This is an optimization exercise on Yosys and OpenROAD, whose aim is small area and a short achievable clock period, not a production implementation. At most, simulation tests tie the RTL to the original design; equivalence was not proved. Power and IR drop assume default switching activity.

v19:
Design p4_core, start of the top module:
module p4_core (
    input  wire        clk,
    input  wire        rst,           
    output wire [14:0] imem_addr,
    input  wire [15:0] imem_rdata,
    output wire [15:0] d_addr,
    output wire [15:0] d_wdata,
    output wire        d_we,
    output wire        d_re,
    input  wire [15:0] d_rdata,
    input  wire [15:0] irq,
    output wire        halted
);
Size in the first run: roughly 1700 cells after synthesis, roughly 210 flip-flops, ~15000 sq um of cells after synthesis.
Settings: LEC_CHECK=0, CAP_MARGIN=20, CORE_MARGIN=2, CORE_UTILIZATION=40, CTS_BUF_LIST=sky130_fd_sc_hd__clkbuf_4 sky130_fd_sc_hd__clkbuf_8, SETUP_SLACK_MARGIN=2.0, SLEW_MARGIN=20, SYNTH_HIERARCHICAL=1, SYNTH_MINIMUM_KEEP_SIZE=0; clock period 8.0 ns.
standard.sh (not shown) runs the stock make flow with config.mk's settings and CLKGATE_MAP_FILE= SYNTH_SCRIPT=/design/flow/synth_recipe.tcl, a recipe that flattens the netlist after the stock synthesis.
==> flow/flow/run.sh <==
#!/bin/bash
# Layout: the standard flow (standard.sh, all steps) with one change:
# the port buffers that global placement inserts are buf_2 cells instead of
# the buffer the flow picks by default (a clkdlybuf4s50 delay cell).
# make's output, with every tool's output, goes to standard.log here; ORFS
# also keeps each step's log under orfs/logs/.
set -euo pipefail
export BUFFER_PORTS_ARGS="-buffer_cell sky130_fd_sc_hd__buf_2"
bash standard.sh > standard.log 2>&1
For v1, these inputs were changed with respect to v19:
# v19
export LEC_CHECK = 0
export CAP_MARGIN = 20
export CORE_MARGIN = 2
export CORE_UTILIZATION = 40
export CTS_BUF_LIST = sky130_fd_sc_hd__clkbuf_4 sky130_fd_sc_hd__clkbuf_8
export SETUP_SLACK_MARGIN = 2.0
export SLEW_MARGIN = 20
export SYNTH_HIERARCHICAL = 1
export SYNTH_MINIMUM_KEEP_SIZE = 0
create_clock -name core_clock -period 8.0 [get_ports {clk}]
# v1
export LEC_CHECK = 0
export ABC_AREA = 1
export CAP_MARGIN = 20
export CORE_MARGIN = 2
export CORE_UTILIZATION = 55
export CTS_BUF_LIST = sky130_fd_sc_hd__clkbuf_4 sky130_fd_sc_hd__clkbuf_8
export SETUP_SLACK_MARGIN = 3.0
export SLEW_MARGIN = 20
create_clock -name core_clock -period 8.0 [get_ports {clk}]
==> flow/flow/run.sh <==
#!/bin/bash
# Layout: the standard flow (standard.sh, all steps) with two changes:
#  - the port buffers that global placement inserts are buf_2 cells instead
#    of the buffer the flow picks by default (a clkdlybuf4s50 delay cell);
#  - synthesis leaves adders to ABC (no ADDER_MAP_FILE, so no extract_fa
#    full/half-adder cells), which keeps the ALU's carry network fast.
#    Registers are unchanged: same names and cell types as the standard
#    synthesis.
# make's output, with every tool's output, goes to standard.log here; ORFS
# also keeps each step's log under orfs/logs/.
set -euo pipefail
export BUFFER_PORTS_ARGS="-buffer_cell sky130_fd_sc_hd__buf_2"
export ADDER_MAP_FILE=
bash standard.sh > standard.log 2>&1
### Flow results
- v1 ended up with a higher cell count than v19 did.
- Higher first-pass GRT wire length goes to v19 over v1.
- v1 vs. v19: delay of the slowest cell on the worst path increased 0.12 ns, buffer count excluding the clock tree in the final layout decreased about 10%, number of clock buffer instances in the layout increased 2, gate count after technology mapping increased about 22%.
Setup changes, v1 to v2
# v1
export LEC_CHECK = 0
export ABC_AREA = 1
export CAP_MARGIN = 20
export CORE_MARGIN = 2
export CORE_UTILIZATION = 55
export CTS_BUF_LIST = sky130_fd_sc_hd__clkbuf_4 sky130_fd_sc_hd__clkbuf_8
export SETUP_SLACK_MARGIN = 3.0
export SLEW_MARGIN = 20
create_clock -name core_clock -period 8.0 [get_ports {clk}]
# v2
export LEC_CHECK = 0
export CAP_MARGIN = 20
export CORE_MARGIN = 2
export CORE_UTILIZATION = 40
export CTS_BUF_LIST = sky130_fd_sc_hd__clkbuf_4 sky130_fd_sc_hd__clkbuf_8
export SLEW_MARGIN = 20
export SYNTH_HIERARCHICAL = 1
export SYNTH_MINIMUM_KEEP_SIZE = 0
create_clock -name core_clock -period 8.0 [get_ports {clk}]
==> flow/run.sh (new file) <==
#!/bin/bash
# synth_recipe.tcl (not shown) runs the flow's synth.tcl, then flattens the netlist and writes it again
# the make line also repeats each setting of config.mk as NAME=value (left out here)
make -C /OpenROAD-flow-scripts/flow DESIGN_CONFIG=/design/flow/config.mk WORK_HOME=/design/flow/orfs CLKGATE_MAP_FILE= SYNTH_SCRIPT=/design/flow/synth_recipe.tcl finish
removed: flow/flow/run.sh
removed: flow/standard.sh
==> run summary <==
- Relative to v1, met1 track demand over resource has decreased by 10 points in v2.
- Taking v1 as 1.0, v2 lands at 1.2 on number of placement rows.
- v2 ends up with lower minimum setup slack in the final design than v1 does.
- [compare] base=v1 new=v2: sequential share of layout area moved down; number of distinct library cells after synthesis up 35; critical path depth now sits lower.
- Diff v1 -> v2: hold slack rose 0.0070 ns; reg2reg setup slack lower.
- Total power of v1 is on par with v2.
- Going from v1 to v2, area fraction of clock buffers and clock inverters shrinks by 0.63 points.
- In the tables for v1 and v2, non-clock inverter total of the final layout reads lower with v2.
## Diff of input files: v52 against v2
# v2
export LEC_CHECK = 0
export CAP_MARGIN = 20
export CORE_MARGIN = 2
export CORE_UTILIZATION = 40
export CTS_BUF_LIST = sky130_fd_sc_hd__clkbuf_4 sky130_fd_sc_hd__clkbuf_8
export SLEW_MARGIN = 20
export SYNTH_HIERARCHICAL = 1
export SYNTH_MINIMUM_KEEP_SIZE = 0
create_clock -name core_clock -period 8.0 [get_ports {clk}]
# v52
export LEC_CHECK = 0
export CAP_MARGIN = 20
export CORE_MARGIN = 2
export CORE_UTILIZATION = 40
export CTS_BUF_LIST = sky130_fd_sc_hd__clkbuf_4 sky130_fd_sc_hd__clkbuf_8
export SETUP_SLACK_MARGIN = 3.0
export SLEW_MARGIN = 20
export SYNTH_HIERARCHICAL = 1
export SYNTH_MINIMUM_KEEP_SIZE = 0
create_clock -name core_clock -period 8.0 [get_ports {clk}]
==> flow/flow/run.sh (new file) <==
#!/bin/bash
# Layout: the standard flow (standard.sh, all steps) with one change:
# the port buffers that global placement inserts are buf_2 cells instead of
# the buffer the flow picks by default (a clkdlybuf4s50 delay cell).
# make's output, with every tool's output, goes to standard.log here; ORFS
# also keeps each step's log under orfs/logs/.
set -euo pipefail
export BUFFER_PORTS_ARGS="-buffer_cell sky130_fd_sc_hd__buf_2"
bash standard.sh > standard.log 2>&1
==> flow/standard.sh (new file) <==
#!/bin/bash
# synth_recipe.tcl (not shown) runs the flow's synth.tcl, then flattens the netlist and writes it again
# the make line also repeats each setting of config.mk as NAME=value (left out here)
make -C /OpenROAD-flow-scripts/flow DESIGN_CONFIG=/design/flow/config.mk WORK_HOME=/design/flow/orfs CLKGATE_MAP_FILE= SYNTH_SCRIPT=/design/flow/synth_recipe.tcl "${@:-finish}"
removed: flow/run.sh
--- outcome ---
imem_rdata[4] as the source of the critical timing path was reported by v52, and imem_rdata[3] by v2. Comparing v2 and v52, the lower half-perimeter wire length of the detailed placement result is on v52. Cmp v52 vs v2: global-route usage higher in v52. On part of the power in the clock network, v2 and v52 are neck and neck. A master of the slowest instance on the critical path of sky130_fd_sc_hd__clkdlybuf4s50_1 is what v2 shows, while sky130_fd_sc_hd__a221o_1 belongs to v52. Delta (v52 minus v2): global-route wire length before repair grew by 3.2%, post-route total power up 5.8%, routed wire length saw an increase, number of unique standard cell types used by synthesis barely changed.
--- input diff v52..v45 ---
# v52
export LEC_CHECK = 0
export CAP_MARGIN = 20
export CORE_MARGIN = 2
export CORE_UTILIZATION = 40
export CTS_BUF_LIST = sky130_fd_sc_hd__clkbuf_4 sky130_fd_sc_hd__clkbuf_8
export SETUP_SLACK_MARGIN = 3.0
export SLEW_MARGIN = 20
export SYNTH_HIERARCHICAL = 1
export SYNTH_MINIMUM_KEEP_SIZE = 0
create_clock -name core_clock -period 8.0 [get_ports {clk}]
# v45
export LEC_CHECK = 0
export ABC_AREA = 1
export CAP_MARGIN = 20
export CORE_MARGIN = 2
export CORE_UTILIZATION = 55
export CTS_BUF_LIST = sky130_fd_sc_hd__clkbuf_4
export SETUP_SLACK_MARGIN = 3.0
export SLEW_MARGIN = 20
create_clock -name core_clock -period 8.0 [get_ports {clk}]
==> flow/flow/run.sh <==
#!/bin/bash
# Layout: the standard flow (standard.sh, all steps) with two changes:
#  - the port buffers that global placement inserts are buf_2 cells instead
#    of the buffer the flow picks by default (a clkdlybuf4s50 delay cell);
#  - synthesis leaves adders to ABC (no ADDER_MAP_FILE, so no extract_fa
#    full/half-adder cells), which keeps the ALU's carry network fast.
#    Registers are unchanged: same names and cell types as the standard
#    synthesis.
# make's output, with every tool's output, goes to standard.log here; ORFS
# also keeps each step's log under orfs/logs/.
set -euo pipefail
export BUFFER_PORTS_ARGS="-buffer_cell sky130_fd_sc_hd__buf_2"
export ADDER_MAP_FILE=
bash standard.sh > standard.log 2>&1
==> run summary <==
When v45 is set beside v52, its core area turns out to be 11000 sq um smaller. Compared to v52, v45 has part of the power in combinational logic 2.8 points lower. On highest fanout seen on the critical path: v45 sits above v52. Critical path's largest stage delay in v45 is 0.08 ns lower than in v52. Higher overall routed net length among v52 and v45: v52. Endpoint of the most critical setup path = d_addr[15]: v45; endpoint of the most critical setup path = d_addr[10]: v52. | leakage power of the design | higher: v45 |. [v45] met2 routed wirelength fell about 11% relative to v52. v45 vs. v52: design area saw a decrease, tapcell count fell 34%, height of the die lost about 16%.

* * *

yarrow:
Another version of the RTL of p4_core (not shown whole).
For scale: about 1,800 cells after synthesis, roughly 210 flip-flops, ~100 I/O pins.
Settings: LEC_CHECK=0, CAP_MARGIN=20, CORE_MARGIN=2, CORE_UTILIZATION=40, SLEW_MARGIN=20; clock period 8.0 ns.
run.sh (not shown) runs the stock make flow with config.mk's settings and CLKGATE_MAP_FILE= SYNTH_SCRIPT=/design/flow/synth_recipe.tcl, a recipe that flattens the netlist after the stock synthesis.
Stock flow here: none of the scripts above is used.
yarrow | status: complete | timing, DRC, antenna: pass
Changes in tundra relative to yarrow:
- an added SETUP_SLACK_MARGIN of 2.0
==> comparison <==
The required time at the endpoint of the critical path number comes out higher for yarrow vs tundra.
Reported for tundra and yarrow, clock tree buffer depth turned out identical to the last digit.
tundra: area added between synthesis and finish is 2.8 points higher than what yarrow reported.
Between tundra and yarrow, it is tundra whose critical path depth is lower, by 12.
yarrow consumes less power than tundra.
No functional check of the RTL was part of any run of this note.

## re-timing with driven ports
Ports are ideal in the flow. The routed layouts listed here were re-timed in OpenROAD.
Step 1: set_driving_cell puts a clkbuf_16 on clk and a buf_2 on each other input, an assumption about the parent block.
Step 2 adds t to the input delays and takes it off the output delays; t is the mean of the earliest and latest rising clock arrival at the registers after step 1. Input paths then give back, and output paths get back, about the clock's delay inside the block.
Slacks: ideal / step 1 / step 2; pairs: ideal / step 1.
run	t (ns)	slack for setup (ns)	worst setup path after step 2
v19	0.670	2.086 / 2.110 / 1.440	input to register
v1	0.625	2.896 / 2.881 / 2.256	input to register
v2	0.652	1.014 / 0.991 / 0.453	input to register
v52	0.664	2.972 / 2.847 / 2.221	input to register
v45	0.774	2.990 / 2.927 / 2.296	input to register
yarrow	0.607	1.117 / 1.145 / 0.538	input to register
tundra	0.619	2.011 / 1.989 / 1.550	input to register
After both steps every run listed still meets setup and hold. The setup slack of v52, which loses most, moves by -0.125 ns with the drivers and by -0.751 ns with both steps.
